Context: an optimization exercise on an open-source flow, tuned for small area, a short achievable clock period and few clock cycles. The choices shown serve that exercise and are no tape-out recipe.
At most, simulation tests tie the RTL to the original design; equivalence was not proved.
Function not checked in runs 4 and 5: the RTL went through the layout flow alone.
Power is estimated from default activity; no workload was simulated.

### design/flow/flow/run.sh
#!/bin/bash
# Own layout flow: the standard layout (standard synthesis, floorplan,
# placement, CTS, routing, via standard.sh) with these changes to how the
# layout is made; the SDC and the clock period are unchanged:
#  - every input and output port still gets its own buffer, but a plain
#    small buffer cell instead of the delay cell buffer_ports picks by default;
#  - CTS builds the clock tree from smaller clock buffers;
#  - the core is smaller and the placement denser, for shorter wires.
# make's output goes to flow_standard.log; each ORFS step logs under orfs/logs.
set -euo pipefail
MARGIN=${MARGIN:-8}
PORTBUF=${PORTBUF:-sky130_fd_sc_hd__buf_1}
CTSBUF=${CTSBUF:-sky130_fd_sc_hd__clkbuf_8}
bash standard.sh SETUP_SLACK_MARGIN=$MARGIN "BUFFER_PORTS_ARGS=-buffer_cell $PORTBUF" \
  CTS_BUF_LIST=$CTSBUF CORE_UTILIZATION=${UTIL:-60} PLACE_DENSITY=${DENS:-0.75} finish > flow_standard.log 2>&1
### design/flow/standard.sh
#!/bin/bash
# synth_recipe.tcl (not shown) runs the flow's synth.tcl, then flattens the netlist and writes it again
# the make line also repeats each setting of config.mk as NAME=value (left out here)
make -C /OpenROAD-flow-scripts/flow DESIGN_CONFIG=/design/flow/config.mk WORK_HOME=/design/flow/orfs CLKGATE_MAP_FILE= SYNTH_SCRIPT=/design/flow/synth_recipe.tcl "${@:-finish}"
### design/flow/config.mk
export PLATFORM = sky130hd
export DESIGN_NAME = woled_ctrl
export DESIGN_NICKNAME = woled_ctrl
export VERILOG_FILES = /design/flow/design.v
export SDC_FILE = /design/flow/constraint.sdc
export NUM_CORES = 4
export LEC_CHECK = 0
export CAP_MARGIN = 20
export CORE_MARGIN = 2
export CORE_UTILIZATION = 40
export SLEW_MARGIN = 20
### design/flow/constraint.sdc
create_clock -name core_clock -period 12.0 [get_ports {clk}]
set_input_delay 2.4000 -clock core_clock [delete_from_list [all_inputs] [get_ports {clk}]]
set_output_delay 2.4000 -clock core_clock [all_outputs]
set_load 0.01 [all_outputs]
### design/flow/design.v
module woled_ctrl (
    input  wire        clk,
    input  wire        rst,
    input  wire        req_valid,
    output wire        req_ready,
    input  wire [95:0] req_desc,
    input  wire [15:0] req_len,        
    output reg         ev_valid,
    input  wire        ev_ready,
    output reg  [2:0]  ev_kind,
    output wire [15:0] ev_data,
    input  wire [1:0]  ev_fail,
    output wire [6:0]  pix_x,
    output wire [5:0]  pix_y,
    input  wire        pix_color,
    output wire [15:0] buf_idx,
    input  wire        buf_color,
    output wire [15:0] str_idx,
    input  wire [7:0]  str_byte,
    output wire [7:0]  glyph_ch,
    output wire [2:0]  glyph_row,
    input  wire [7:0]  glyph_bits
);
    localparam [2:0] EV_DC = 3'd0, EV_CS = 3'd1, EV_XFER = 3'd2, EV_DELAY = 3'd3,
                     EV_RSP = 3'd4, EV_HALT = 3'd5;
    localparam [3:0] C_BAD = 4'h0, C_INIT = 4'h1, C_SFC = 4'h2, C_SFB = 4'h3,
                     C_CLR = 4'h4, C_DSP = 4'h5, C_TXT = 4'h6;
    localparam [7:0] F_BUS = 8'h01, F_PIN = 8'h02, F_PINU = 8'h03, F_REQ = 8'h10,
                     F_STATE = 8'h11, F_ARG = 8'h12, F_ADAPTER = 8'h20;
    localparam [2:0] E_IDLE = 3'd0, E_CHECK = 3'd1, E_INIT = 3'd2, E_CMD = 3'd3,
                     E_DATA = 3'd4, E_DEAD = 3'd5;
    reg  [2:0]  st;
    reg  [4:0]  ph;
    reg         inited;
    reg         rdy;
    reg  [7:0]  ev_b;
    reg         e0, m;
    assign ev_data   = {8'd0, ev_b[7:1] & {7{m}}, e0};
    assign req_ready = rdy;
    reg  [3:0]  code;
    reg         c0b, c0h, c1b, c1h, rsvnz;
    reg  [15:0] rx, ry, rw, rh, rlen;
    wire [12:0] ti = rlen[12:0];    
    wire [7:0]  ch = rh[7:0];       
    wire [7:0]  sr = rh[15:8];      
    wire        is_sfb = (code == C_SFB);
    wire        is_clr = (code == C_CLR);
    wire        is_txt = (code == C_TXT);
    wire        chk    = (st == E_CHECK);
    wire [15:0] xop   = is_txt ? {rw[12:0], 3'd0} : rw;
    wire [16:0] xs    = {1'b0, rx} + {1'b0, xop};
    wire        x_ovf = xs[16] || (is_txt && (rw[15:13] != 3'd0));
    wire [16:0] ys    = {1'b0, ry} + {1'b0, (is_txt ? 16'd8 : rh)};
    wire        y_ovf = ys[16];
    wire [15:0] eff_w = is_txt ? 16'd8 : rw;
    wire [8:0]  xs9   = {2'b00, rx[6:0]} + {1'b0, eff_w[7:0]};
    wire        xe_cl = (rx[15:7] != 9'd0) || (eff_w[15:8] != 8'd0) ||
                        (xs9[8:7] != 2'b00 && xs9[7:0] != 8'h80);
    wire [7:0]  xm1   = xs9[7:0] - 8'd1;
    wire [7:0]  xe8   = xe_cl ? 8'd127 : xm1;
    wire        col_ne = (rx[15:7] == 9'd0) && (is_txt || (rw != 16'd0));
    wire [12:0] phw   = is_txt ? 13'd1 : rh[15:3];
    wire [3:0]  ps4   = {1'b0, ry[5:3]} + {1'b0, phw[2:0]};
    wire        pe_cl = (ry[15:6] != 10'd0) || (phw[12:3] != 10'd0) || (ps4 >= 4'd9);
    wire [2:0]  pe3n  = ps4[2:0] - 3'd1;
    wire        pe_ng = !pe_cl && (ps4 == 4'd0);
    wire        pg_ne = (ry[15:6] == 10'd0) && (phw != 13'd0);
    wire        loop_ne = col_ne && pg_ne;
    wire        unal  = (ry[2:0] != 3'd0);
    wire f_c0z = !c0b && !c0h;
    wire f_c1z = !c1b && !c1h;
    wire f_xz  = (rx == 16'd0);
    wire f_yz  = (ry == 16'd0);
    wire f_wz  = (rw == 16'd0);
    wire f_hz  = (rh == 16'd0);
    wire f_xywh = f_xz & f_yz & f_wz & f_hz;
    reg         zero_ok, arg_ok;
    reg  [7:0]  chk_code;
    always @(*) begin
        zero_ok = !rsvnz && (code != C_BAD);
        arg_ok  = 1'b1;
        case (code)
            C_SFC, C_SFB: begin
                zero_ok = zero_ok & f_c0z & f_c1z;
                arg_ok  = !x_ovf && !y_ovf;
            end
            C_CLR: begin
                zero_ok = zero_ok & f_c1z & f_xywh;
                arg_ok  = !c0h;
            end
            C_TXT: begin
                zero_ok = zero_ok & f_hz;
                arg_ok  = !x_ovf && !y_ovf && !c0h && !c1h;
            end
            default: zero_ok = zero_ok & f_c0z & f_c1z & f_xywh;
        endcase
        if (!zero_ok)
            chk_code = F_REQ;
        else if (inited == (code == C_INIT))
            chk_code = F_STATE;
        else if (!arg_ok)
            chk_code = F_ARG;
        else
            chk_code = 8'd0;
    end
    reg  [7:0] rsp_val;
    always @(*) begin
        case (code[2:0])
            3'd0:    rsp_val = 8'd128;
            3'd1:    rsp_val = 8'd64;
            3'd2:    rsp_val = 8'd8;
            3'd3:    rsp_val = 8'd1;
            default: rsp_val = 8'd0;
        endcase
    end
    reg         prun;
    reg         pstart;
    reg  [6:0]  col;
    reg  [2:0]  page;
    reg  [2:0]  off;
    reg         dir;                
    reg  [16:0] bi;                 
    reg         pgb;                
    reg         cf;                 
    reg  [7:0]  xe8r;               
    reg         pe_neg;             
    reg  [2:0]  pe3;                
    reg         col_end;            
    reg         col_last, pg_last;  
    assign pix_x     = col;
    assign pix_y     = {page, off};
    assign buf_idx   = bi[15:0];
    assign str_idx   = {3'd0, ti};
    assign glyph_ch  = ch;
    assign glyph_row = off;
    wire [2:0]  tc   = col[2:0] - rx[2:0];
    wire        gpix = glyph_bits[tc];   
    wire        pix  = is_txt ? gpix : (is_sfb ? buf_color : pix_color);
    wire        fnow = (is_sfb || is_txt) && (unal || (is_sfb && ({1'b0, bi} >= {2'b00, rlen})));
    reg  [7:0]  byte_now;
    always @(*) begin
        byte_now = sr;
        byte_now[off] = pix;
        if (is_clr) byte_now = {8{c0b}};
    end
    wire        fault_now = !is_clr && ((off == 3'd7) ? fnow : cf);
    reg         bvalid;             
    wire        cap   = (st == E_DATA) && (ph[1:0] == 2'd0) && !bvalid && prun && col_end && !pgb;
    wire        pstep = prun && !pgb && (!col_end || cap);
    wire        pchg = col_last && !pg_last;
    wire        bsub = dir && !col_end && !pgb;
    wire        msub = col_end && pchg && !pgb;
    reg  [6:0]  mcol;               
    wire [19:0] bop  = pgb  ? (dir ? {1'b0, rw, 3'd0} : {4'd0, rw}) :
                       msub ? ~{13'd0, mcol} :
                       col_end ? 20'd1 :
                       bsub ? ~{4'd0, rw} : {4'd0, rw};
    wire        bneg = bsub || msub;
    wire [20:0] bs2  = {3'd0, bi, 1'b1} + {bop, bneg};
    wire [19:0] bs   = bs2[20:1];
    wire [16:0] bnx  = (!bneg && (bs[19:17] != 3'd0)) ? 17'h1ffff : bs[16:0];
    always @(posedge clk) begin
        if (rst) begin
            prun <= 1'b0;
            pgb  <= 1'b0;
        end else if (pstart) begin
            col     <= rx[6:0];
            page    <= ry[5:3];
            off     <= 3'd0;
            dir     <= 1'b0;
            col_end <= is_clr;
            bi      <= 17'd0;
            pgb     <= 1'b0;
            xe8r    <= xe8;
            pe_neg  <= pe_ng;
            pe3     <= pe_cl ? 3'd7 : pe3n;
            prun    <= loop_ne;
        end else if (pgb) begin
            pgb     <= 1'b0;
            dir     <= 1'b0;
            col_end <= is_clr;
            bi      <= bnx;
        end else if (pstep) begin
            if (off == 3'd7) cf <= fnow;
            if (col_end) begin
                if (col_last) begin
                    if (pg_last)
                        prun <= 1'b0;
                    else begin
                        page    <= page + 3'd1;
                        col     <= rx[6:0];
                        off     <= 3'd0;
                        pgb     <= 1'b1;
                        bi      <= bnx;
                    end
                end else begin
                    col     <= col + 7'd1;
                    dir     <= ~dir;
                    col_end <= is_clr;
                    bi      <= bnx;
                end
            end else begin
                off     <= dir ? off - 3'd1 : off + 3'd1;
                col_end <= dir ? (off == 3'd1) : (off == 3'd6);
                bi      <= bnx;
            end
        end
        col_last <= (col == xe8r[6:0]);
        mcol     <= col - rx[6:0];
        pg_last  <= (page == pe3);
    end
    wire free     = !ev_valid || ev_ready;
    wire fail_now = ev_valid && ev_ready && (ev_fail != 2'b00) &&
                    !ev_kind[2] && (ev_kind[1:0] != 2'b11);
    reg        failed;
    reg  [1:0] fcode;               
    wire init_dc = (ph == 5'd2) || (ph == 5'd7) || (ph == 5'd11) || (ph == 5'd15);
    wire init_cs = (ph == 5'd3) || (ph == 5'd8) || (ph == 5'd12) || (ph == 5'd16);
    wire init_x  = (ph == 5'd4) || (ph == 5'd5) || (ph == 5'd9) || (ph == 5'd13) || (ph == 5'd17);
    wire [2:0] init_k = (ph == 5'd1) ? EV_DELAY : init_dc ? EV_DC : init_x ? EV_XFER : EV_CS;
    wire [7:0] init_b = (ph == 5'd1)  ? 8'd100 :
                        (ph == 5'd4)  ? 8'h20 :
                        (ph == 5'd9)  ? 8'hA1 :
                        (ph == 5'd13) ? 8'hC8 :
                        (ph == 5'd17) ? 8'hAF :
                        {7'd0, init_cs};
    reg [2:0] cmd_k;
    reg [7:0] cmd_b;
    always @(*) begin
        cmd_b = 8'd0;
        case (ph[3:0])
            4'd0, 4'd6: cmd_k = EV_DC;
            4'd1, 4'd7: begin cmd_k = EV_CS; cmd_b = 8'd1; end
            4'd2:       begin cmd_k = EV_XFER; cmd_b = 8'h21; end
            4'd3:       begin cmd_k = EV_XFER; cmd_b = rx[7:0]; end
            4'd4:       begin cmd_k = EV_XFER; cmd_b = xe8r; end
            4'd8:       begin cmd_k = EV_XFER; cmd_b = 8'h22; end
            4'd9:       begin cmd_k = EV_XFER; cmd_b = ry[10:3]; end
            4'd10:      begin cmd_k = EV_XFER; cmd_b = {{5{pe_neg}}, pe3}; end
            default:    cmd_k = EV_CS;
        endcase
    end
    reg  dlast, bfault, nxt;
    reg  more_chars;                
    reg        a_ld;                
    reg  [2:0] a_kind;
    reg  [7:0] a_b;
    reg  [2:0] a_st;
    reg  [4:0] a_ph;
    reg        a_nxt, a_pstart, a_inited;
    always @(*) begin
        a_ld     = 1'b0;
        a_kind   = EV_HALT;
        a_b      = 8'd0;
        a_st     = st;
        a_ph     = ph;
        a_nxt    = 1'b0;
        a_pstart = 1'b0;
        a_inited = inited;
        if (failed) begin
            a_ld   = 1'b1;
            a_kind = EV_HALT;
            a_b    = {6'd0, fcode};
            a_st   = E_DEAD;
        end else case (st)
            E_IDLE: if (rdy && req_valid) a_st = E_CHECK;
            E_CHECK: begin
                a_ph = 5'd1;
                if (chk_code != 8'd0) begin
                    a_ld   = 1'b1;
                    a_kind = EV_HALT;
                    a_b    = chk_code;
                    a_st   = E_DEAD;
                end else if (code == C_INIT) begin
                    a_inited = 1'b1;
                    a_ld   = 1'b1;
                    a_kind = EV_DELAY;
                    a_b    = 8'd10;
                    a_st   = E_INIT;
                end else if (code == C_DSP || (is_txt && f_wz)) begin
                    a_st = E_IDLE;
                end else if (code[3]) begin
                    a_ld   = 1'b1;
                    a_kind = EV_RSP;
                    a_b    = rsp_val;
                    a_st   = E_IDLE;
                end else begin
                    a_ld     = 1'b1;
                    a_kind   = EV_DC;
                    a_b      = 8'd0;
                    a_pstart = 1'b1;
                    a_st     = E_CMD;
                end
            end
            E_INIT: begin
                a_ld   = 1'b1;
                a_kind = init_k;
                a_b    = init_b;
                a_ph   = ph + 5'd1;
                if (ph == 5'd18) a_st = E_IDLE;
            end
            E_CMD: begin
                a_ld   = 1'b1;
                a_kind = cmd_k;
                a_b    = cmd_b;
                a_ph   = ph + 5'd1;
                if (ph == 5'd11) begin
                    a_ph = 5'd0;
                    if (prun)
                        a_st = E_DATA;
                    else if (more_chars)
                        a_nxt = 1'b1;
                    else
                        a_st = E_IDLE;
                end
            end
            E_DATA: begin
                case (ph[1:0])
                    2'd0: if (bvalid || cap) begin
                        a_ld = 1'b1;
                        if (bvalid ? bfault : fault_now) begin
                            a_kind = EV_HALT;
                            a_b    = F_ADAPTER;
                            a_st   = E_DEAD;
                        end else begin
                            a_kind = EV_DC;
                            a_b    = 8'd1;
                            a_ph   = 5'd1;
                        end
                    end
                    2'd1: begin
                        a_ld   = 1'b1;
                        a_kind = EV_CS;
                        a_b    = 8'd1;
                        a_ph   = 5'd2;
                    end
                    2'd2: begin
                        a_ld   = 1'b1;
                        a_kind = EV_XFER;
                        a_b    = is_txt ? ((ev_b & {8{c0b}}) | (~ev_b & {8{c1b}})) : ev_b;
                        a_ph   = 5'd3;
                    end
                    default: begin
                        a_ld   = 1'b1;
                        a_kind = EV_CS;
                        a_b    = 8'd0;
                        a_ph   = 5'd0;
                        if (dlast) begin
                            if (more_chars) begin
                                a_st  = E_CMD;
                                a_nxt = 1'b1;
                            end else
                                a_st = E_IDLE;
                        end
                    end
                endcase
            end
            default: ;   
        endcase
    end
    wire a_pin = !a_kind[2] && (a_kind[1:0] != 2'b11);
    wire go    = free && !fail_now;   
    always @(posedge clk) begin
        if (rst) begin
            st       <= E_IDLE;
            ph       <= 5'd0;
            inited   <= 1'b0;
            rdy      <= 1'b0;
            ev_valid <= 1'b0;
            failed   <= 1'b0;
            bvalid   <= 1'b0;
            nxt      <= 1'b0;
            pstart   <= 1'b0;
        end else begin
            if (cap) begin
                ev_b   <= byte_now;
                bfault <= fault_now;
                dlast  <= col_last && pg_last;
            end
            if (fail_now)
                fcode <= (ev_kind == EV_XFER) ? 2'b01 : {1'b1, ev_fail[1]};
            failed   <= fail_now || (failed && !free);
            ev_valid <= !free || (a_ld && !fail_now);
            if (free) begin
                st       <= a_st;
                ph       <= a_ph;
                inited   <= a_inited;
                if (a_ld) begin
                    ev_kind <= a_kind;
                    m       <= !(a_pin && a_kind != EV_XFER);
                    e0      <= a_b[0];
                    if (!(a_pin && a_kind != EV_XFER)) ev_b <= a_b;
                end
            end
            rdy    <= go && (a_st == E_IDLE) && !a_ld;
            nxt    <= free && a_nxt;
            pstart <= (free && a_pstart) || nxt;
            bvalid <= (bvalid || cap) && !(free && a_ld && st == E_DATA);
            more_chars <= is_txt && ((ti + 13'd1) != rw[12:0]);
        end
    end
    always @(posedge clk) begin
        if (rdy) begin
            code  <= (req_desc[7:5] == 3'd0 && req_desc[3] == 1'b0 &&
                      (req_desc[4] ? (req_desc[2:0] <= 3'd4)
                                   : (req_desc[2:0] != 3'd0 && req_desc[2:0] != 3'd7)))
                     ? {req_desc[4], req_desc[2:0]} : C_BAD;
            c0b   <= req_desc[8];
            c0h   <= |req_desc[15:9];
            c1b   <= req_desc[16];
            c1h   <= |req_desc[23:17];
            rsvnz <= |req_desc[31:24];
            rx    <= req_desc[47:32];
            ry    <= req_desc[63:48];
            rw    <= req_desc[79:64];
            rh    <= req_desc[95:80];
            rlen  <= req_len;
        end else begin
            if (chk && is_clr) begin
                rw <= 16'd128;
                rh <= 16'd64;
            end
            if (chk && is_txt) rlen <= 16'd0;
            if (nxt) begin
                rx         <= rx + 16'd8;
                rlen[12:0] <= ti + 13'd1;
            end
            if (pstart)
                rh[7:0] <= str_byte;
            else if (pstep)
                rh[8 + off] <= pix;
        end
    end
endmodule
==> run summary, run 1 <==
type of the tightest min-delay check flop to flop; Top Metal Used met5; Syn Std Cell Area 13800 sq um; FMAX 0.258 GHz; Comb pwr share 40.1%; fillers 1910; Hold Fails Final Rpt 0; kind of critical path primary input to flop; final setup TNS 0 ps; r2r setup slk 8150 ps; sw frac 41.7%; TritonCTS clock tree yes; vias in the first global route 11200; Largest stage delay, worst path 470 ps; worst rel slew slack 26.6%; via count 12500; height of the die 156 um; Max Transition Viols Final 0; final period utilization 32.3%; Clock Pin Slew Worst Setup and Hold Paths 100 ps; Routed WL per cell 21.0 um; Clk network pwr share 17.5%; Ports 213; RSZ-0062 raised after global routing no; metal2 WL 17.6 mm; status timing/DRC/antenna clean; CTS H-tree lvls 4; register bit total from synthesis 178; worst path arrival time 4240 ps; most frequent cells in the layout 201 x buf_1, 150 x nand2_1, 137 x edfxtp_1, 131 x o21ai_0, 96 x ha_1; number of buffers created by CTS 17; Final GP Congestion 0.977; final setup fails 0; internal power 0.00146 W; Worst Setup Slack, final 8120 ps; worst slew pin tran 1070 ps; Max-Cap Viols 0; P per Cell Area 167 nW/um^2; initial DRC count 1483; GR Util All Layers 33.7%; global-route wire length before repair 62.7 mm; Final Net Count 1907; Max IR drop VDD 111 uV; register area 4940 sq um; CP Capture Type flop; DIE WIDTH 156 um; synthesized area per cell 8.97 sq um; CP max FO 7; CTS sink cnt 178; sw power 0.00104 W; Cell Chain, Critical Path buf_1, mux4_2, mux2_4, nand2_2, o21ai_4, nand2_2, nor2_1, a32o_1, a222oi_1, o21ai_0; Tmin final 3880 ps; clock tree buffer depth 2; grt ovf 0; async set-or-reset flop fraction in the synthesized netlist 0%; CP Data Required Time 12370 ps; part of the power in registers 42.4%; Max stage delay cell, worst path mux4_2; startpoint types primary input; Metal-1 WL 17.6 mm; area growth from synthesis to final layout 8.46%; largest net degree at the start of global routing 81; wire length on met3 4.58 mm; Synth warnings 1; Yosys cell types 95; Residual DRC 0; final wirelength 41.4 mm; Diodes inserted 0; Most common cell on crit path nand2_2; core area 22600 sq um; most common cell after layout, fill and taps aside buf_1; multi-input combinational cell area 8080 sq um; clock latency on the worst-skew pair 490 ps; clk root buf clkbuf_8; dpl hpwl 31.4 mm; initial antenna violation count 1; sequential-to-total area share from yosys stat 35.6%; Vias/cell 6.34; DRT Pass-1 Iters 6; Leak 5.48 nW; # port buffers 201; dpl ws 7130 ps; share of cells above drive strength 1 7.66%; Post-DRT Antenna Nets 0; Syn Inst Count 1544; FP Rows 55; clock skew 19.4 ps; die footprint 24300 sq um; Starting Density 61.2%; Most used DFF post-synth edfxtp_1; EDFF count, synth 137
[power groups by stage]
stage               registers, W  logic (W)  clock network [W]
finish                   0.00106    0.00100           0.000438
global route             0.00107    0.00112           0.000460
CTS                      0.00105   0.000963           0.000440
detailed placement       0.00106   0.000938                  0
global placement         0.00106   0.000915                  0
floorplan               0.000932   0.000796                  0
[cell usage after synthesis (5+ instances only)]
cell / n / area share, %
edfxtp_1: 137 / 30
a22oi_1: 21 / 1.1
nand4_1: 14 / 0.63
or3_1: 5 / 0.23
a211oi_1: 17 / 0.92
a21boi_0: 6 / 0.33
xor2_1: 35 / 2.2
nand2_1: 154 / 4.2
nor3_1: 33 / 1.2
inv_1: 59 / 1.6
a21o_1: 16 / 0.87
mux2i_1: 23 / 1.7
o21ai_0: 134 / 4.8
nor2b_1: 23 / 1.0
o211ai_1: 10 / 0.54
nand2b_1: 19 / 0.86
a21oi_1: 91 / 3.3
o31ai_1: 7 / 0.38
a32oi_1: 7 / 0.44
ha_1: 96 / 8.7
o22ai_1: 5 / 0.23
dfxtp_1: 41 / 5.9
a221oi_1: 5 / 0.32
o21bai_1: 8 / 0.43
nor4_1: 26 / 1.2
xnor2_1: 55 / 3.5
nand3_1: 41 / 1.5
o21a_1: 15 / 0.81
and3_1: 13 / 0.59
clkbuf_1: 62 / 1.7
mux2_2: 10 / 0.81
buf_4: 57 / 3.1
and2_1: 62 / 2.8
o22a_1: 8 / 0.51
or2_2: 8 / 0.36
nor2_1: 94 / 2.5
a31oi_1: 17 / 0.77
[final timing paths]
check,startpoint,to,cells after the start
worst min-delay path,xe8r[3],col_last,3
worst min register to register,xe8r[3],col_last,3
worst max register to register,col_end,bi[12],16
worst max-delay path,glyph_bits[2],rh[2],10
[cell families (layout without fill, tap and decap cells)]
family / count (synthesis) / count (layout) / share of synthesized area, %
and+or+nand+nor: 529 / 530 / 19.8
adders and majority gates: 101 / 101 / 9.33
other: 1 / 11 / 0.0271
AOI/OAI and AO/OA: 414 / 414 / 19.3
muxes: 37 / 37 / 3.02
buffers and inverters: 194 / 323 / 7.27
xor gates and xnor gates: 90 / 90 / 5.69
DFF: 178 / 178 / 35.6
[timing repair]
| action | 4_1_cts | 5_1_grt |
|---|---|---|
| pin swaps | 3 | 4 |
| gates resized for setup | 7 | 21 |
| hold buffers | 0 | 0 |
| buffers inserted | 9 | 16 |
| setup endpoints to repair | 57 | 66 |
| gates cloned | 1 | 0 |
[layout make-up]
type | instances | share of cell area, %
multi-input cells | 1183 | 53.8
flip-flops and latches | 178 | 32.9
repair buffers | 231 | 6.77
well taps | 285 | 2.37
clock buffers | 18 | 1.65
inverters | 60 | 1.50
clock inverters | 14 | 1.02
[per-stage QoR]
step | hold WS, ps | instances | util, % | total power, W | instance area (sq um)
after floorplan | 498 | 1554 | - | 0.00173 | 13900
after global placement | 562 | 1911 | 63.1 | 0.00198 | 14300
after detailed placement | 568 | 1911 | 63.1 | 0.00200 | 14300
after CTS | 592 | 1953 | 65.3 | 0.00245 | 14800
after global routing | 624 | 1969 | 66.3 | 0.00265 | 15000
final | 588 | 1969 | 66.3 | 0.00250 | 15000
[per-layer routing]
layer / global-route usage (%) / vias up
met5: 0 / -
li1: - / 5840
met2: 49.7 / 750
met3: 6.19 / 98
met4: 13.8 / 2
met1: 48.9 / 5789
[flip-flops by register name (all words and copies together) (netlist names), 4 cells and up]
| name | count |
|---|---|
| rlen | 16 |
| xe8r | 8 |
| col | 7 |
| rh | 16 |
| ev_b | 8 |
| ph | 5 |
| rw | 16 |
| code | 4 |
| bi | 17 |
| mcol | 7 |
| ry | 16 |
| rx | 16 |
[critical path: cells and delay by family]
kind            cells  cell delay [ps]
compound gates      4              690
mux                 2              750
simple gates        3              280
buf+inv             1              110
Testbench counts, summed over its fixed seeds: cycles 340,417.
==> inputs of run 2 (changes only) <==
--- a/design/flow/design.v
+++ b/design/flow/design.v
@@ -28,7 +28,7 @@
     localparam [7:0] F_BUS = 8'h01, F_PIN = 8'h02, F_PINU = 8'h03, F_REQ = 8'h10,
                      F_STATE = 8'h11, F_ARG = 8'h12, F_ADAPTER = 8'h20;
     localparam [2:0] E_IDLE = 3'd0, E_CHECK = 3'd1, E_INIT = 3'd2, E_CMD = 3'd3,
-                     E_DATA = 3'd4, E_DEAD = 3'd5;
+                     E_DATA = 3'd4, E_DEAD = 3'd5, E_CHK0 = 3'd6;
     reg  [2:0]  st;
     reg  [4:0]  ph;
     reg         inited;
@@ -76,6 +76,7 @@
     wire f_xywh = f_xz & f_yz & f_wz & f_hz;
     reg         zero_ok, arg_ok;
     reg  [7:0]  chk_code;
+    reg  [1:0]  chk_r;              
     always @(*) begin
         zero_ok = !rsvnz && (code != C_BAD);
         arg_ok  = 1'b1;
@@ -263,13 +264,14 @@
             a_b    = {6'd0, fcode};
             a_st   = E_DEAD;
         end else case (st)
-            E_IDLE: if (rdy && req_valid) a_st = E_CHECK;
+            E_IDLE: if (rdy && req_valid) a_st = E_CHK0;
+            E_CHK0: a_st = E_CHECK;    
             E_CHECK: begin
                 a_ph = 5'd1;
-                if (chk_code != 8'd0) begin
+                if (chk_r != 2'd3) begin
                     a_ld   = 1'b1;
                     a_kind = EV_HALT;
-                    a_b    = chk_code;
+                    a_b    = {6'b000100, chk_r};
                     a_st   = E_DEAD;
                 end else if (code == C_INIT) begin
                     a_inited = 1'b1;
@@ -397,6 +399,7 @@
             pstart <= (free && a_pstart) || nxt;
             bvalid <= (bvalid || cap) && !(free && a_ld && st == E_DATA);
             more_chars <= is_txt && ((ti + 13'd1) != rw[12:0]);
+            chk_r      <= (chk_code == 8'd0) ? 2'd3 : chk_code[1:0];
         end
     end
     always @(posedge clk) begin
==> run summary, run 2 <==
status timing/DRC/antenna clean; clk root buf clkbuf_8; EDFF count, synth 139 (+1.5%); global-route wire length before repair 65.6 mm (+4.7%); core area 22700 sq um (+0.30%); Top Family by Delay on Critical Path flip-flops; Bufs and invs on worst path 1 (unchanged); worst path arrival time 1470 ps (-2770 ps); sw power 0.00129 W (+24%); CTS H-tree lvls 4 (unchanged); commonest cells in the synthesized netlist 163 x nand2_1, 139 x edfxtp_1, 115 x a21oi_1; Max stage delay cell, worst path edfxtp_1; Largest register FFs 17 (unchanged); worst slew pin tran 999 ps (-73.5 ps); GRT met3 Usage 7.53% (+1.3 points); internal power 0.00156 W (+6.9%); GR met1 Demand/Resource 50.0% (+1.1 points); initial antenna violation count 0 (-1); Synth area leader edfxtp_1; Max IR drop VDD 143 uV (+29%); most frequent cells in the layout 201 x buf_1, 163 x nand2_1, 139 x edfxtp_1, 113 x a21oi_1, 95 x ha_1; register bit total from synthesis 180 (+1.1%); async set-or-reset flop fraction in the synthesized netlist 0% (unchanged); CP Capture Type output pin; Diodes inserted 0 (unchanged); vias in the first global route 11500 (+2.8%); final period utilization 32.2% (-0.083 points); initial DRC count 1368 (-7.8%); area fraction of the dominant cell type after synthesis 29.9% (+0.22 points); # port buffers 201 (unchanged); Leak 5.40 nW (-1.5%); kind of critical path flop to output pin; final wirelength 43.1 mm (+4.1%); total power 0.00285 W (+14%); Most used DFF post-synth edfxtp_1; most frequent cell after synthesis nand2_1; Starting Density 61.4% (+0.25 points); final setup TNS 0 ps (unchanged); DIE WIDTH 156 um (+0.35%); largest net degree at the start of global routing 77 (-4.9%); startpoint types flop; Comb pwr share 44.1% (+4.0 points); Most Crowded Layer GR met2; Syn Std Cell Area 13900 sq um (+0.71%); FF-to-FF End bi[0]; Residual DRC 0 (unchanged); CP max FO 17 (+10); GR Util All Layers 35.3% (+1.6 points); DRT Pass-1 Iters 5 (-1); worst rel slew slack 33.1% (+6.5 points); clock tree buffer depth 2 (unchanged); RSZ-0062 raised after global routing no; Cell Chain, Critical Path buf_1; dpl hpwl 32.8 mm (+4.2%); Clock Pin Slew Worst Setup and Hold Paths 110 ps (about the same); Reg2Reg Depth 13 (-3); Reg with most FFs bi; synthesized area per cell 8.98 sq um (+0.19%); Ports 213 (unchanged); Max Transition Viols Final 0 (unchanged); Hold Crit Depth 2 (-1); Post-DRT Antenna Nets 0 (unchanged); grt ovf 0 (unchanged); Hold Fails Final Rpt 0 (unchanged); met2 GRT Util 53.6% (+3.8 points); height of the die 156 um (+0.35%); Syn Inst Count 1552 (+0.52%); share of cells above drive strength 1 6.96% (-0.70 points); sequential-to-total area share from yosys stat 35.8% (+0.18 points); TritonCTS clock tree yes; area growth from synthesis to final layout 6.70%; r2r setup slk 8220 ps (+70 ps); number of buffers created by CTS 17 (unchanged); clock latency on the worst-skew pair 500 ps (about the same); most common cell after layout, fill and taps aside buf_1; Clk network pwr share 15.1% (-2.4 points); die footprint 24500 sq um (+0.69%); cts hold-fix bufs 0 (unchanged); synth top area cells edfxtp_1 30%, ha_1 8.6%, dfxtp_1 5.9%; FMAX 0.259 GHz (+0.26%); Tmin final 3870 ps (-10.0 ps); Vias/cell 6.40 (+1.0%); Max-Cap Viols 0 (unchanged); origin of the critical flop-to-flop path col_end; P per Cell Area 191 nW/um^2 (+15%); Synth warnings 1 (unchanged); Final Net Count 1905 (-0.10%); CTS sink cnt 180 (+1.1%); Final GP Congestion 1.01 (+3.1%); FP Rows 55 (unchanged); part of the power in registers 40.8% (-1.6 points); type of the tightest min-delay check flop to flop; CP Data Required Time 9600 ps (-2770 ps); Worst Hold Path EP ph[1]; final setup fails 0 (unchanged); Largest stage delay, worst path 770 ps (+300 ps); via count 12600 (+0.94%); hold path start ph[1]; clock skew 22.3 ps (+2.94 ps); Routed WL per cell 21.9 um (+4.2%); sw frac 45.3% (+3.6 points); Yosys cell types 103 (+8.4%)
## run 2: cell type report
class,instances,area [sq um]
clock buffers,17,234
clock inverters,15,158
fillers,1953,7830
inverters,63,236
multi-input cells,1188,8010
flip-flops and latches,180,5000
well taps,285,357
repair buffers,219,890
## run 2: timing repair
item | 4_1_cts | 5_1_grt
buffers inserted | 5 | 6
endpoints found under the setup margin | 24 | 27
resized for setup | 6 | 3
pin swaps | 2 | 0
gates cloned | 0 | 0
## run 2: worst min-delay path, stage by stage, from the launching register on
cell and delay (ps):
dfxtp_1 390, nand2_1 80, a21oi_1 70
## run 2: how the worst max path moves through the flow
stage | from | to | slack, ps | cells after the start
final | off[0] | glyph_row[0] | 8130 | 1
after global routing | col_end | bi[0] | 8020 | 15
after CTS | code[3] | xe8r[3] | 8080 | 13
after detailed placement | pgb | bi[16] | 7410 | 13
after global placement | pgb | bi[16] | 7530 | 13
after floorplan | glyph_bits[6] | ev_b[0] | 7930 | 7
## run 2: power groups by stage
stage	clock network (W)	logic, W	registers [W]
final	0.000429	0.00126	0.00116
after global routing	0.000455	0.00140	0.00117
after CTS	0.000431	0.00122	0.00116
after detailed placement	0	0.00122	0.00117
after global placement	0	0.00119	0.00117
after floorplan	0	0.00104	0.000987
## run 2: kinds of logic after synthesis
group	after synthesis	synth area share (%)
and+or+nand+nor	547	20.2
AOI/OAI and AO/OA	408	19.0
buffers and inverters	194	7.37
DFF	180	35.8
adders and majority gates	101	9.26
xor gates and xnor gates	83	5.21
muxes	38	3.04
other	1	0.0269
## run 2: metal layers
layer / vias to the layer above / part of all wire, %
li1: 5866 / -
met3: 82 / 11
met4: 0 / 3.1
met1: 5960 / 42
met2: 688 / 44
met5: - / 0
## run 2: stage by stage
step	util, %	instances	setup slack, ps	instance area (sq um)	hold slack [ps]
2_1_floorplan	-	1562	7930	14000	478
3_3_place_gp	63.3	1924	7530	14400	516
3_5_place_dp	63.3	1924	7410	14400	543
4_1_cts	65.3	1961	8080	14800	573
5_1_grt	65.5	1967	8020	14900	587
6_report	65.5	1967	8130	14900	587
Testbench counts of run 2, summed over its fixed seeds: cycles 340,745.
==> inputs of run 3 (changes only) <==
--- a/design/flow/flow/run.sh
+++ b/design/flow/flow/run.sh
@@ -8,7 +8,7 @@
 #  - the core is smaller and the placement denser, for shorter wires.
 # make's output goes to flow_standard.log; each ORFS step logs under orfs/logs.
 set -euo pipefail
-MARGIN=${MARGIN:-8}
+MARGIN=${MARGIN:-8.3}
 PORTBUF=${PORTBUF:-sky130_fd_sc_hd__buf_1}
 CTSBUF=${CTSBUF:-sky130_fd_sc_hd__clkbuf_8}
 bash standard.sh SETUP_SLACK_MARGIN=$MARGIN "BUFFER_PORTS_ARGS=-buffer_cell $PORTBUF" \
==> run summary, run 3 <==
RSZ-0062 raised after global routing yes; final period utilization 31.5% (-0.73 points); height of the die 156 um (unchanged); Synth area leader edfxtp_1; Hold Fails Final Rpt 0 (unchanged); Max IR drop VDD 124 uV (-13%); startpoint types primary input; synth top area cells edfxtp_1 30%, ha_1 8.6%, dfxtp_1 5.9%; Diodes inserted 0 (unchanged); most common cell after layout, fill and taps aside buf_1; Ports 213 (unchanged); EDFF count, synth 139 (unchanged); Reg with most FFs bi; most frequent cells in the layout 200 x buf_1, 163 x nand2_1, 139 x edfxtp_1, 113 x a21oi_1, 96 x ha_1; Post-DRT Antenna Nets 0 (unchanged); core area 22700 sq um (unchanged); largest net degree at the start of global routing 78 (+1.3%); # port buffers 201 (unchanged); area fraction of the dominant cell type after synthesis 29.9% (unchanged); Syn Std Cell Area 13900 sq um (unchanged); dpl hpwl 32.2 mm (-1.7%); Max Transition Viols Final 0 (unchanged); worst rel slew slack 19.6% (-14 points); number of buffers created by CTS 17 (unchanged); GR Util All Layers 34.8% (-0.47 points); kind of critical path primary input to flop; Max-Cap Viols 0 (unchanged); CP max FO 5 (-12); Synth warnings 1 (unchanged); area growth from synthesis to final layout 8.51%; final wirelength 43.4 mm (+0.68%); die footprint 24500 sq um (unchanged); share of cells above drive strength 1 8.84% (+1.9 points); Yosys cell types 103 (unchanged); initial DRC count 1464 (+7.0%); cts hold-fix bufs 0 (unchanged); via count 12800 (+1.7%); async set-or-reset flop fraction in the synthesized netlist 0% (unchanged); CP Capture Type flop; Final Net Count 1931 (+1.4%); Syn Inst Count 1552 (unchanged); DIE WIDTH 156 um (unchanged); fin area 15100 sq um (+1.7%); CTS sink cnt 180 (unchanged); most frequent cell after synthesis nand2_1; grt ovf 0 (unchanged); FP Rows 55 (unchanged); initial antenna violation count 0 (unchanged); Residual DRC 0 (unchanged); CTS H-tree lvls 4 (unchanged); DRT Pass-1 Iters 6 (+1); Clock Pin Slew Worst Setup and Hold Paths 110 ps (about the same); register bit total from synthesis 180 (unchanged); Tmin final 3780 ps (-87.7 ps); clk root buf clkbuf_8; final setup fails 0 (unchanged); final hold slack 557 ps (-29.9 ps); Routed WL per cell 21.8 um (-0.63%); Most used DFF post-synth edfxtp_1; CP Data Required Time 12260 ps (+2660 ps); Starting Density 61.4% (unchanged); total power 0.00286 W (+0.25%); type of the tightest min-delay check flop to flop; worst slew pin tran 1190 ps (+195 ps); fillers 1972 (+0.97%); clock skew 16.6 ps (-5.76 ps); clock tree buffer depth 2 (unchanged); global-route wire length before repair 64.5 mm (-1.8%); vias in the first global route 11300 (-1.7%); P per Cell Area 189 nW/um^2 (-1.4%); commonest cells in the synthesized netlist 163 x nand2_1, 139 x edfxtp_1, 115 x a21oi_1; status timing/DRC/antenna clean; sequential-to-total area share from yosys stat 35.8% (unchanged); Final GP Congestion 1.01 (+0.29%); final core utilization 66.6% (+1.1 points); final setup TNS 0 ps (unchanged); Post-DP Area 14400 sq um (about the same); Largest register FFs 17 (unchanged); TritonCTS clock tree yes; clock latency on the worst-skew pair 500 ps (about the same); worst path arrival time 4030 ps (+2560 ps); synthesized area per cell 8.98 sq um (unchanged); Vias/cell 6.43 (+0.38%); Leak 5.54 nW (+2.5%); FMAX 0.265 GHz (+2.3%)
## run 3: cell counts after synthesis
No cell type changed its count.
## run 3: final timing paths
kind / from / endpoint / slack (ps) / cells past startpoint
max: glyph_bits[6] / ev_b[0] / 8220 / 8
min: ph[1] / ph[1] / 560 / 2
max reg2reg: ph[0] / ev_b[0] / 8330 / 9
min reg2reg: ph[1] / ph[1] / 560 / 2
## run 3: cell families (layout without fill, tap and decap cells)
kind of cell	Yosys count	count (layout)	synth area share, %
and+or+nand+nor	547	548	20.2
muxes	38	38	3.04
buffers and inverters	194	339	7.37
adders and majority gates	101	101	9.26
DFF	180	180	35.8
other	1	11	0.0269
xor gates and xnor gates	83	83	5.21
AOI/OAI and AO/OA	408	408	19.0
## run 3: where the power goes
part	leakage (nW)	internal [W]	switching (W)
Sequential	1.63	0.000871	0.000275
Clock	0.185	0.000153	0.000263
Combinational	3.73	0.000544	0.000750
Total	5.54	0.00157	0.00129
## run 3: through the flow
stage               instances  worst slack [ps]
finish                   1993              8220
floorplan                1562              7930
CTS                      1973              8200
global placement         1922              7680
global route             1993              8160
detailed placement       1922              7480
## run 3: timing repair
action	CTS	global route
gates cloned	0	1
endpoints found under the setup margin	56	38
endpoints found under the hold margin	0	0
pin swaps	2	4
gates resized for setup	10	13
setup buffers	19	19
## run 3: routing by layer
metal	global-route usage, %	up-vias	part of all wire (%)
met5	0	-	0
met4	11.8	0	3.2
met3	4.71	86	11
met2	53.1	779	44
met1	51.0	6042	42
li1	-	5904	-
## run 3: critical path, cell delays in order
cell,delay [ps]
buf_1,70
mux4_2,460
mux2i_2,210
mux2i_4,150
mux2_4,290
a21oi_2,110
a21oi_1,50
mux2_4,280
## run 3: final cells by class
| type | instances | area (sq um) | share of cell area, % |
|---|---|---|---|
| well taps | 285 | 357 | 2.36 |
| repair buffers | 244 | 1090 | 7.21 |
| multi-input cells | 1189 | 8080 | 53.4 |
| flip-flops and latches | 180 | 5000 | 33.0 |
| clock inverters | 15 | 139 | 0.918 |
| inverters | 63 | 236 | 1.56 |
| clock buffers | 17 | 234 | 1.55 |
==> inputs of run 4 (changes only) <==
--- a/design/flow/design.v
+++ b/design/flow/design.v
@@ -134,8 +134,8 @@
     assign str_idx   = {3'd0, ti};
     assign glyph_ch  = ch;
     assign glyph_row = off;
-    wire [2:0]  tc   = col[2:0] - rx[2:0];
-    wire        gpix = glyph_bits[tc];   
+    reg  [7:0]  tcol;               
+    wire        gpix = |(glyph_bits & tcol);   
     wire        pix  = is_txt ? gpix : (is_sfb ? buf_color : pix_color);
     wire        fnow = (is_sfb || is_txt) && (unal || (is_sfb && ({1'b0, bi} >= {2'b00, rlen})));
     reg  [7:0]  byte_now;
@@ -165,6 +165,7 @@
             prun <= 1'b0;
             pgb  <= 1'b0;
         end else if (pstart) begin
+            tcol    <= 8'd1;
             col     <= rx[6:0];
             page    <= ry[5:3];
             off     <= 3'd0;
@@ -196,6 +197,7 @@
                     end
                 end else begin
                     col     <= col + 7'd1;
+                    tcol    <= {tcol[6:0], tcol[7]};
                     dir     <= ~dir;
                     col_end <= is_clr;
                     bi      <= bnx;
--- a/design/flow/flow/run.sh
+++ b/design/flow/flow/run.sh
@@ -8,7 +8,7 @@
 #  - the core is smaller and the placement denser, for shorter wires.
 # make's output goes to flow_standard.log; each ORFS step logs under orfs/logs.
 set -euo pipefail
-MARGIN=${MARGIN:-8.3}
+MARGIN=${MARGIN:-8}
 PORTBUF=${PORTBUF:-sky130_fd_sc_hd__buf_1}
 CTSBUF=${CTSBUF:-sky130_fd_sc_hd__clkbuf_8}
 bash standard.sh SETUP_SLACK_MARGIN=$MARGIN "BUFFER_PORTS_ARGS=-buffer_cell $PORTBUF" \
==> run summary, run 4 <==
Clk network pwr share 17.0% (+2.4 points); number of buffers created by CTS 17 (unchanged); fillers 2109 (+6.9%); worst slew pin tran 1020 ps (-175 ps); DRT Pass-1 Iters 5 (-1); type of the tightest min-delay check flop to flop; Ports 213 (unchanged); synthesized area per cell 8.96 sq um (-0.32%); final setup TNS 0 ps (unchanged); Vias/cell 6.39 (-0.52%); met2 GRT Util 54.2% (+1.1 points); async set-or-reset flop fraction in the synthesized netlist 0% (unchanged); Starting Density 60.5% (-0.92 points); Largest register FFs 17 (unchanged); sequential-to-total area share from yosys stat 35.9% (+0.086 points); CTS sink cnt 188 (+4.4%); synth top area cells edfxtp_1 30%, ha_1 8.2%, dfxtp_1 5.6%; CTS H-tree lvls 4 (unchanged); initial antenna violation count 0 (unchanged); # port buffers 201 (unchanged); final wirelength 44.6 mm (+2.7%); GRT met3 Usage 4.83% (+0.12 points); final period utilization 32.3% (+0.83 points); share of cells above drive strength 1 6.05% (-2.8 points); Syn Inst Count 1628 (+4.9%); Reg with most FFs bi; CP Capture Type flop; FP Rows 57 (+3.6%); Max-Cap Viols 0 (unchanged); grt ovf 0 (unchanged); EDFF count, synth 147 (+5.8%); Synth warnings 1 (unchanged); Cell Chain, Critical Path buf_1, buf_4, inv_1, nand2_1, a41oi_2; Largest stage delay, worst path 820 ps (+360 ps); clk root buf clkbuf_8; Max stage delay cell, worst path a41oi_2; Post-DRT Antenna Nets 0 (unchanged); GR met1 Demand/Resource 47.6% (-3.4 points); Most Crowded Layer GR met2; area growth from synthesis to final layout 6.90%; Post-DP Area 15100 sq um (+4.9%); FMAX 0.258 GHz (-2.6%); commonest cells in the synthesized netlist 177 x nand2_1, 147 x edfxtp_1, 119 x nor2_1; area fraction of the dominant cell type after synthesis 30.3% (+0.34 points); kind of critical path primary input to flop; Leak 5.71 nW (+3.0%); Hold Fails Final Rpt 0 (unchanged); die footprint 25600 sq um (+4.4%); RSZ-0062 raised after global routing no; Tmin final 3880 ps (+99.5 ps); clock latency on the worst-skew pair 500 ps (about the same); sw power 0.00114 W (-11%); Synth area leader edfxtp_1; status timing/DRC/antenna clean; Diodes inserted 0 (unchanged); Comb pwr share 41.5% (-3.8 points); via count 13300 (+3.7%); Final Net Count 1976 (+2.3%); dpl hpwl 33.4 mm (+3.7%); internal power 0.00150 W (-4.2%); startpoint types primary input; most frequent cell after synthesis nand2_1; most frequent cells in the layout 201 x buf_1, 177 x nand2_1, 147 x edfxtp_1, 119 x nor2_1, 96 x ha_1; Max IR drop VDD 114 uV (-8.4%); cts hold-fix bufs 0 (unchanged); fin area 15600 sq um (+3.0%); largest net degree at the start of global routing 69 (-12%); final setup fails 0 (unchanged); Clock Pin Slew Worst Setup and Hold Paths 120 ps (about the same); worst path arrival time 3990 ps (-40 ps); worst rel slew slack 31.5% (+12 points); Most used DFF post-synth edfxtp_1; vias in the first global route 12200 (+8.0%); clock tree buffer depth 2 (unchanged); most common cell after layout, fill and taps aside buf_1; part of the power in registers 41.5% (+1.4 points); Residual DRC 0 (unchanged); GR Util All Layers 34.0% (-0.76 points); Max Transition Viols Final 0 (unchanged); initial DRC count 1398 (-4.5%); Syn Std Cell Area 14600 sq um (+4.6%); register bit total from synthesis 188 (+4.4%); global-route wire length before repair 68.2 mm (+5.7%); height of the die 160 um (+2.2%); CP Data Required Time 12110 ps (-150 ps); Yosys cell types 104 (+0.97%); TritonCTS clock tree yes; Final GP Congestion 0.969 (-4.1%); Routed WL per cell 21.5 um (-1.4%); DIE WIDTH 160 um (+2.2%); core area 24100 sq um (+6.1%); clock skew 19.5 ps (+2.95 ps); CP max FO 27 (+22); P per Cell Area 170 nW/um^2 (-10%); sw frac 43.2% (-1.9 points)
==> run 4: cell types whose count changed in the layout (fill, tap and decap cells not counted), moves of 8 or more <==
cell	before	now
nor2_1	87	119
o21ai_0	91	74
o21a_1	20	11
nand2b_1	16	27
a21oi_1	113	86
edfxtp_1	139	147
a31oi_1	7	21
o211ai_1	13	26
a32oi_1	10	1
buf_4	39	19
and2_1	55	63
nand2_1	163	177
==> run 4: cell type report <==
type | count | area [sq um] | area share (%)
multi-input cells | 1252 | 8390 | 53.8
clock inverters | 15 | 171 | 1.10
well taps | 324 | 405 | 2.60
flip-flops and latches | 188 | 5240 | 33.6
clock buffers | 17 | 234 | 1.50
inverters | 60 | 225 | 1.44
repair buffers | 221 | 917 | 5.88
==> run 4: critical path, delay by kind of cell <==
family / cells / cell delay [ps]
AO/OA/AOI/OAI: 1 / 820
buffers and inverters: 3 / 580
AND/OR/NAND/NOR: 1 / 160
==> run 4: metrics by stage <==
stage	worst slack (ps)	std cells	total power, W	hold WS (ps)	utilization, %
CTS	8010	2068	0.00260	562	64.2
global route	8060	2077	0.00279	582	64.7
finish	8120	2077	0.00265	562	64.7
global placement	7680	2036	0.00213	533	62.5
floorplan	8170	1638	0.00187	475	-
detailed placement	7520	2036	0.00216	543	62.5
==> run 4: path summary, 6_finish.rpt <==
path                              start  endpoint  slack (ps)  cells after the start
worst max-delay path                rst     bi[7]        8120                      5
worst min-delay path            tcol[7]   tcol[0]         560                      1
worst max register to register    ph[0]   tcol[5]        8230                      7
worst min register to register  tcol[7]   tcol[0]         560                      1
==> run 4: repair_timing <==
item / in CTS / in global routing
setup buffers: 0 / 9
setup endpoints to repair: 18 / 26
gates resized for setup: 3 / 6
hold endpoints to repair: 0 / 0
pin swaps: 1 / 1
==> run 4: logic make-up (layout without fill, tap and decap cells) <==
group	count (synthesis)	count (layout)	share of synthesized area, %
xor+xnor	85	85	5.20
compound gates	416	416	19.6
flops	188	188	35.9
simple gates	608	608	21.1
mux	31	31	2.27
fa+ha+maj	101	101	8.86
other cells	1	11	0.0257
buf+inv	198	313	7.08
==> run 4: power by group through the flow <==
stage	combinational, W	clock [W]	sequential [W]
floorplan	0.000888	0	0.000984
global placement	0.00101	0	0.00112
detailed placement	0.00104	0	0.00112
CTS	0.00105	0.000449	0.00111
global route	0.00121	0.000475	0.00111
finish	0.00110	0.000450	0.00110
==> run 4: per-layer routing <==
layer | routed length [um] | vias to the layer above | part of all wire (%)
li1 | - | 6160 | -
met1 | 19000 | 6288 | 43
met2 | 20000 | 728 | 45
met3 | 4020 | 106 | 9.0
met4 | 1560 | 0 | 3.5
met5 | 0 | - | 0
==> inputs of run 5 (changes only) <==
--- a/design/flow/flow/run.sh
+++ b/design/flow/flow/run.sh
@@ -8,7 +8,7 @@
 #  - the core is smaller and the placement denser, for shorter wires.
 # make's output goes to flow_standard.log; each ORFS step logs under orfs/logs.
 set -euo pipefail
-MARGIN=${MARGIN:-8}
+MARGIN=${MARGIN:-8.3}
 PORTBUF=${PORTBUF:-sky130_fd_sc_hd__buf_1}
 CTSBUF=${CTSBUF:-sky130_fd_sc_hd__clkbuf_8}
 bash standard.sh SETUP_SLACK_MARGIN=$MARGIN "BUFFER_PORTS_ARGS=-buffer_cell $PORTBUF" \
==> run summary, run 5 <==
worst slew pin tran 955 ps (-64.2 ps); clock latency on the worst-skew pair 490 ps (about the same); status timing/DRC/antenna clean; Max Transition Viols Final 0 (unchanged); fin area 15800 sq um (+1.2%); area fraction of the dominant cell type after synthesis 30.3% (unchanged); commonest cells in the synthesized netlist 177 x nand2_1, 147 x edfxtp_1, 119 x nor2_1; Syn Std Cell Area 14600 sq um (unchanged); final period utilization 31.3% (-0.96 points); dpl ws 7530 ps (+4.56 ps); Routed WL per cell 21.6 um (+0.73%); Tmin final 3760 ps (-116 ps); CTS H-tree lvls 4 (unchanged); synthesized area per cell 8.96 sq um (unchanged); initial DRC count 1515 (+8.4%); cts hold-fix bufs 0 (unchanged); Cell Chain, Critical Path and2_1, buf_1; DRT Pass-1 Iters 7 (+2); number of buffers created by CTS 17 (unchanged); CP max FO 7 (-74%); Final Net Count 1987 (+0.56%); Post-DP Area 15100 sq um (+0.32%); share of cells above drive strength 1 7.54% (+1.5 points); vias in the first global route 12300 (+0.61%); Max-Cap Viols 0 (unchanged); largest net degree at the start of global routing 67 (-2.9%); CTS sink cnt 188 (unchanged); Hold Crit Depth 2 (+1); worst rel slew slack 36.3% (+4.8 points); most frequent cells in the layout 197 x buf_1, 176 x nand2_1, 147 x edfxtp_1, 119 x nor2_1, 95 x ha_1; Clock Pin Slew Worst Setup and Hold Paths 120 ps (about the same); Yosys cell types 104 (unchanged); EDFF count, synth 147 (unchanged); CP Capture Type output pin; Final GP Congestion 0.967 (-0.27%); TritonCTS clock tree yes; final hold slack 555 ps (-7.38 ps); Synth warnings 1 (unchanged); height of the die 160 um (unchanged); final setup TNS 0 ps (unchanged); async set-or-reset flop fraction in the synthesized netlist 0% (unchanged); Largest stage delay, worst path 520 ps (-300 ps); Largest register FFs 17 (unchanged); most common cell after layout, fill and taps aside buf_1; most frequent cell after synthesis nand2_1; via count 13200 (-0.27%); worst path arrival time 1360 ps (-2630 ps); initial antenna violation count 0 (unchanged); RSZ-0062 raised after global routing yes; FMAX 0.266 GHz (+3.1%); Residual DRC 0 (unchanged); Post-DRT Antenna Nets 0 (unchanged); Most used DFF post-synth edfxtp_1; FP Rows 57 (unchanged); GR Util All Layers 35.0% (+1.0 points); startpoint types flop; kind of critical path flop to output pin; grt ovf 0 (unchanged); total power 0.00267 W (+0.98%); global-route wire length before repair 69.5 mm (+1.9%); clk root buf clkbuf_8; synth top area cells edfxtp_1 30%, ha_1 8.2%, dfxtp_1 5.6%; Reg2Reg Depth 12 (+5); die footprint 25600 sq um (unchanged); Leak 5.79 nW (+1.4%); area growth from synthesis to final layout 8.19%; Syn Inst Count 1628 (unchanged); core area 24100 sq um (unchanged); Max stage delay cell, worst path edfxtp_1; type of the tightest min-delay check flop to flop; register bit total from synthesis 188 (unchanged); DIE WIDTH 160 um (unchanged); final setup fails 0 (unchanged); Vias/cell 6.35 (-0.75%); # port buffers 201 (unchanged); clock tree buffer depth 2 (unchanged); Worst Setup Slack, final 8240 ps (+116 ps); Synth area leader edfxtp_1; P per Cell Area 169 nW/um^2 (-0.22%); final wirelength 45.1 mm (+1.2%); Hold Fails Final Rpt 0 (unchanged); Reg with most FFs bi; Starting Density 60.5% (unchanged); sequential-to-total area share from yosys stat 35.9% (unchanged); Diodes inserted 0 (unchanged); clock skew 21.0 ps (+1.46 ps); dpl hpwl 33.8 mm (+1.1%); CP Data Required Time 9600 ps (-2510 ps); Max IR drop VDD 112 uV (-1.6%); Ports 213 (unchanged)
[run 5: power breakdown]
part	leakage, nW	switching, W	internal, W
clock network	0.202	0.000273	0.000176
logic	3.91	0.000650	0.000478
registers	1.68	0.000217	0.000877
total	5.79	0.00114	0.00153
[run 5: metal layers]
layer	up-vias	GRT usage, %	share of wire (%)	wire (um)
met1	6158	48.2	41	18700
met5	-	0	0	0
met3	133	7.30	10	4590
met4	0	12.9	4.0	1800
met2	772	54.9	44	20000
li1	6183	-	-	-
[run 5: final timing paths]
kind,slack (ps),from,endpoint
hold reg to reg,560,col_last,pgb
hold / removal,560,col_last,pgb
setup / recovery,8240,m,ev_data[1]
setup reg to reg,8500,code[3],chk_r[0]
[run 5: repair_timing]
action | in CTS | in global routing
pin swaps | 4 | 3
buffers inserted | 13 | 4
resized for setup | 12 | 17
endpoints found under the hold margin | 0 | 0
setup endpoints to repair | 40 | 60
[run 5: kinds of logic after synthesis]
family,share of synthesized area [%]
AO/OA/AOI/OAI,19.6
other,0.0257
buffers and inverters,7.08
multiplexers,2.27
adder cells (fa/ha/maj),8.86
XOR/XNOR,5.20
flip-flops,35.9
AND/OR/NAND/NOR,21.1
[run 5: worst max-delay path: cells and delay by family, from the launching register on]
kind / cells / cell delay, ps
buffers and inverters: 1 / 130
DFF: 1 / 520
and+or+nand+nor: 1 / 230
[run 5: final cells by class]
class | count | area, sq um
multi-input combinational | 1252 | 8460
clock buffer | 17 | 234
fill | 2104 | 8330
tap | 324 | 405
clock inverter | 14 | 170
inverter | 60 | 225
timing repair buffer | 232 | 1040
sequential | 188 | 5250
[run 5: through the flow]
| step | utilization [%] | cells |
|---|---|---|
| after floorplan | - | 1638 |
| after global placement | 62.7 | 2039 |
| after detailed placement | 62.7 | 2039 |
| after CTS | 65.0 | 2083 |
| after global routing | 65.4 | 2087 |
| final | 65.4 | 2087 |
==> inputs of run 6 (changes only) <==
--- a/design/flow/design.v
+++ b/design/flow/design.v
@@ -134,8 +134,8 @@
     assign str_idx   = {3'd0, ti};
     assign glyph_ch  = ch;
     assign glyph_row = off;
-    reg  [7:0]  tcol;               
-    wire        gpix = |(glyph_bits & tcol);   
+    wire [2:0]  tc   = col[2:0] - rx[2:0];
+    wire        gpix = glyph_bits[tc];   
     wire        pix  = is_txt ? gpix : (is_sfb ? buf_color : pix_color);
     wire        fnow = (is_sfb || is_txt) && (unal || (is_sfb && ({1'b0, bi} >= {2'b00, rlen})));
     reg  [7:0]  byte_now;
@@ -165,7 +165,6 @@
             prun <= 1'b0;
             pgb  <= 1'b0;
         end else if (pstart) begin
-            tcol    <= 8'd1;
             col     <= rx[6:0];
             page    <= ry[5:3];
             off     <= 3'd0;
@@ -197,7 +196,6 @@
                     end
                 end else begin
                     col     <= col + 7'd1;
-                    tcol    <= {tcol[6:0], tcol[7]};
                     dir     <= ~dir;
                     col_end <= is_clr;
                     bi      <= bnx;
--- a/design/flow/flow/run.sh
+++ b/design/flow/flow/run.sh
@@ -8,8 +8,8 @@
 #  - the core is smaller and the placement denser, for shorter wires.
 # make's output goes to flow_standard.log; each ORFS step logs under orfs/logs.
 set -euo pipefail
-MARGIN=${MARGIN:-8.3}
+MARGIN=${MARGIN:-8}
 PORTBUF=${PORTBUF:-sky130_fd_sc_hd__buf_1}
 CTSBUF=${CTSBUF:-sky130_fd_sc_hd__clkbuf_8}
 bash standard.sh SETUP_SLACK_MARGIN=$MARGIN "BUFFER_PORTS_ARGS=-buffer_cell $PORTBUF" \
-  CTS_BUF_LIST=$CTSBUF CORE_UTILIZATION=${UTIL:-60} PLACE_DENSITY=${DENS:-0.75} finish > flow_standard.log 2>&1
+  CTS_BUF_LIST=$CTSBUF CORE_UTILIZATION=${UTIL:-70} PLACE_DENSITY=${DENS:-0.85} finish > flow_standard.log 2>&1
==> run summary, run 6 <==
Synth warnings 1 (unchanged); final wirelength 42.4 mm (-6.1%); Reg with most FFs bi; height of the die 145 um (-9.2%); final setup fails 0 (unchanged); Post-DRT Antenna Nets 0 (unchanged); fin area 14800 sq um (-6.1%); worst slew pin tran 1210 ps (+257 ps); Final Net Count 1900 (-4.4%); startpoint types flop; Cell Chain, Critical Path nand4bb_1, buf_4, and2_1, ha_1, fa_1, a21o_1, a21oi_1, o21bai_1, a21o_1, xor2_1, nand4bb_1, a21oi_2, nand2_1; Comb pwr share 44.1% (+1.8 points); Syn Std Cell Area 13900 sq um (-4.4%); Starting Density 71.4% (+11 points); total power 0.00283 W (+5.8%); via count 12900 (-2.8%); Vias/cell 6.63 (+4.4%); origin of the critical flop-to-flop path code[0]; CP max FO 39 (+32); hold path start ph[1]; final core utilization 75.8% (+10 points); Ports 213 (unchanged); sw power 0.00127 W (+12%); Clk network pwr share 14.6% (-2.2 points); DIE WIDTH 145 um (-9.2%); number of buffers created by CTS 17 (unchanged); RSZ-0062 raised after global routing yes; part of the power in registers 41.2% (+0.3 points); initial DRC count 1378 (-9.0%); core area 19500 sq um (-19%); Clock Pin Slew Worst Setup and Hold Paths 110 ps (about the same); clock latency on the worst-skew pair 500 ps (about the same); FMAX 0.257 GHz (-3.2%); kind of critical path flop to flop; die footprint 21100 sq um (-18%); Max IR drop VDD 150 uV (+34%); worst path arrival time 4130 ps (+2770 ps); status timing/DRC/antenna clean; GR Util All Layers 39.5% (+4.5 points); most common cell after layout, fill and taps aside buf_1; Hold Fails Final Rpt 0 (unchanged); Reg2Reg Depth 13 (+1); TritonCTS clock tree yes; area growth from synthesis to final layout 6.21%; Tmin final 3890 ps (+124 ps); Routed WL per cell 21.8 um (+0.94%); CP Capture Type flop; CTS H-tree lvls 4 (unchanged); global-route wire length before repair 65.6 mm (-5.7%); Largest stage delay, worst path 610 ps (+90 ps); clk root buf clkbuf_8; Most used DFF post-synth edfxtp_1; sequential-to-total area share from yosys stat 35.8% (-0.086 points); Largest register FFs 17 (unchanged); # port buffers 201 (unchanged); Post-DP Area 14300 sq um (-5.1%); clock tree buffer depth 2 (unchanged); synth top area cells edfxtp_1 30%, ha_1 8.6%, dfxtp_1 5.9%; Worst Setup SP code[0]; type of the tightest min-delay check flop to flop; Diodes inserted 0 (unchanged); DRT Pass-1 Iters 6 (-1); synthesized area per cell 8.98 sq um (+0.32%); share of cells above drive strength 1 6.62% (-0.92 points); final setup TNS 0 ps (unchanged); CTS sink cnt 180 (-4.3%); Bufs and invs on worst path 1 (unchanged); Yosys cell types 103 (-0.96%); Top Family by Delay on Critical Path compound AO/OA/AOI/OAI gates; Syn Inst Count 1552 (-4.7%); r2r setup slk 8110 ps (-390 ps); clock skew 21.5 ps (+0.558 ps); Leak 5.38 nW (-7.1%); most frequent cells in the layout 201 x buf_1, 163 x nand2_1, 139 x edfxtp_1, 113 x a21oi_1, 96 x ha_1; Final GP Congestion 1.02 (+5.7%); final period utilization 32.4% (+1.0 points); sw frac 45.0% (+2.3 points); Crit path depth 13 (+11); most frequent cell after synthesis nand2_1; vias in the first global route 12000 (-2.2%); P per Cell Area 191 nW/um^2 (+13%); FF-to-FF End xe8r[6]; area fraction of the dominant cell type after synthesis 29.9% (-0.34 points); FP Rows 51 (-11%); CP Data Required Time 12240 ps (+2640 ps); async set-or-reset flop fraction in the synthesized netlist 0% (unchanged); fillers 1459 (-31%); Max stage delay cell, worst path edfxtp_1; commonest cells in the synthesized netlist 163 x nand2_1, 139 x edfxtp_1, 115 x a21oi_1; Residual DRC 0 (unchanged); grt ovf 0 (unchanged); Synth area leader edfxtp_1; dpl hpwl 31.8 mm (-5.9%); crit path to xe8r[6]; EDFF count, synth 139 (-5.4%); largest net degree at the start of global routing 58 (-13%); register bit total from synthesis 180 (-4.3%); Max-Cap Viols 0 (unchanged); internal power 0.00155 W (+1.4%); initial antenna violation count 0 (unchanged); worst rel slew slack 18.5% (-18 points); Max Transition Viols Final 0 (unchanged)
-- run 6: cell types whose count changed in the layout (fill, tap and decap cells not counted), moves of 8 or more --
cell / delta
o21ai_0: +18
nand2_1: -13
a21oi_1: +27
nand2b_1: -11
buf_4: -15
o21a_1: +9
nor2_1: -32
edfxtp_1: -8
o211ai_1: -13
a32oi_1: +10
a31oi_1: -13
-- run 6: worst register-to-register path, delay by kind of cell, from the launching register on --
family	cells	cell delay [ps]
AO/OA/AOI/OAI	5	1050
XOR/XNOR	1	180
adder cells (fa/ha/maj)	2	610
buffers and inverters	1	310
flip-flops	1	610
AND/OR/NAND/NOR	4	850
-- run 6: per-layer routing --
layer / vias up / wire length, um / GRT usage (%)
li1: 5861 / - / -
met1: 6015 / 16300 / 53.5
met2: 867 / 18800 / 61.3
met3: 130 / 5600 / 10.1
met4: 0 / 1690 / 15.5
met5: - / 0 / 0
-- run 6: repair_timing --
item,4_1_cts,5_1_grt
gates resized for setup,4,4
hold buffers,0,0
pin swaps,2,1
endpoints found under the setup margin,17,43
setup buffers,3,4
hold endpoints to repair,0,0
-- run 6: area by class of cell --
type                            count  area [sq um]  share of cell area (%)
Timing Repair Buffer              214           865                    5.84
Clock buffer                       17           234                    1.58
Inverter                           63           236                    1.60
Clock inverter                     15           141                   0.955
Multi-Input combinational cell   1188          8000                    54.0
Sequential cell                   180          5000                    33.8
Tap cell                          265           332                    2.24
-- run 6: cell families after synthesis --
kind of cell    count (synthesis)  share of synthesized area [%]
buf+inv                       194                           7.37
mux                            38                           3.04
fa+ha+maj                     101                           9.26
compound gates                408                           19.0
flops                         180                           35.8
simple gates                  547                           20.2
xor+xnor                       83                           5.21
other cells                     1                         0.0269
-- run 6: power groups by stage --
stage	Clock, W	Combinational, W	Sequential, W
6_report	0.000413	0.00125	0.00117
4_1_cts	0.000411	0.00122	0.00115
5_1_grt	0.000434	0.00138	0.00117
2_1_floorplan	0	0.00104	0.000987
3_5_place_dp	0	0.00121	0.00116
3_3_place_gp	0	0.00117	0.00116
-- run 6: metrics by stage --
stage | hold slack (ps) | instances | setup WS [ps]
after global routing | 579 | 1942 | 7960
final | 559 | 1942 | 8110
after global placement | 514 | 1903 | 7670
after floorplan | 478 | 1562 | 7930
after detailed placement | 523 | 1903 | 7440
after CTS | 544 | 1938 | 8010
-- run 6: how the worst min path moves through the flow --
stage / endpoint / slack [ps] / depth (start not counted)
after floorplan: inited / 480 / 2
after global placement: inited / 510 / 2
after detailed placement: inited / 520 / 2
after CTS: ph[1] / 540 / 2
after global routing: inited / 580 / 2
final: ph[1] / 560 / 2
Testbench counts of run 6, summed over its fixed seeds: cycles 340,745.

[what the ideal ports hide]
The flow's constraints put no driver on any port. The routed layouts listed below were extracted and timed again, unchanged, in two steps.
Step 1 assumes that a clkbuf_16 drives the clock port and a buf_2 every other input.
Step 2 times the ports against the registers' clock, not the clock port: input delays grow and output delays shrink by t, the midpoint of the rising clock arrivals with the driver on.
Three values: ideal, step 1, step 2; two values: the first two.
| run | t, ns | setup slack, ns | worst setup path after step 2 |
|---|---|---|---|
| run 1 | 0.524 | 8.125 / 8.107 / 7.624 | input to register |
| run 2 | 0.530 | 8.135 / 8.090 / 7.630 | input to register |
| run 3 | 0.534 | 8.222 / 8.245 / 7.712 | input to register |
| run 4 | 0.536 | 8.123 / 8.076 / 7.612 | input to register |
| run 5 | 0.530 | 8.238 / 8.191 / 7.899 | input to register |
| run 6 | 0.536 | 8.115 / 8.076 / 7.605 | input to register |
After both steps setup and hold are still met in every run listed. For run 4, which loses most, drivers alone change the setup slack by -0.047 ns; drivers and shift together by -0.511 ns.
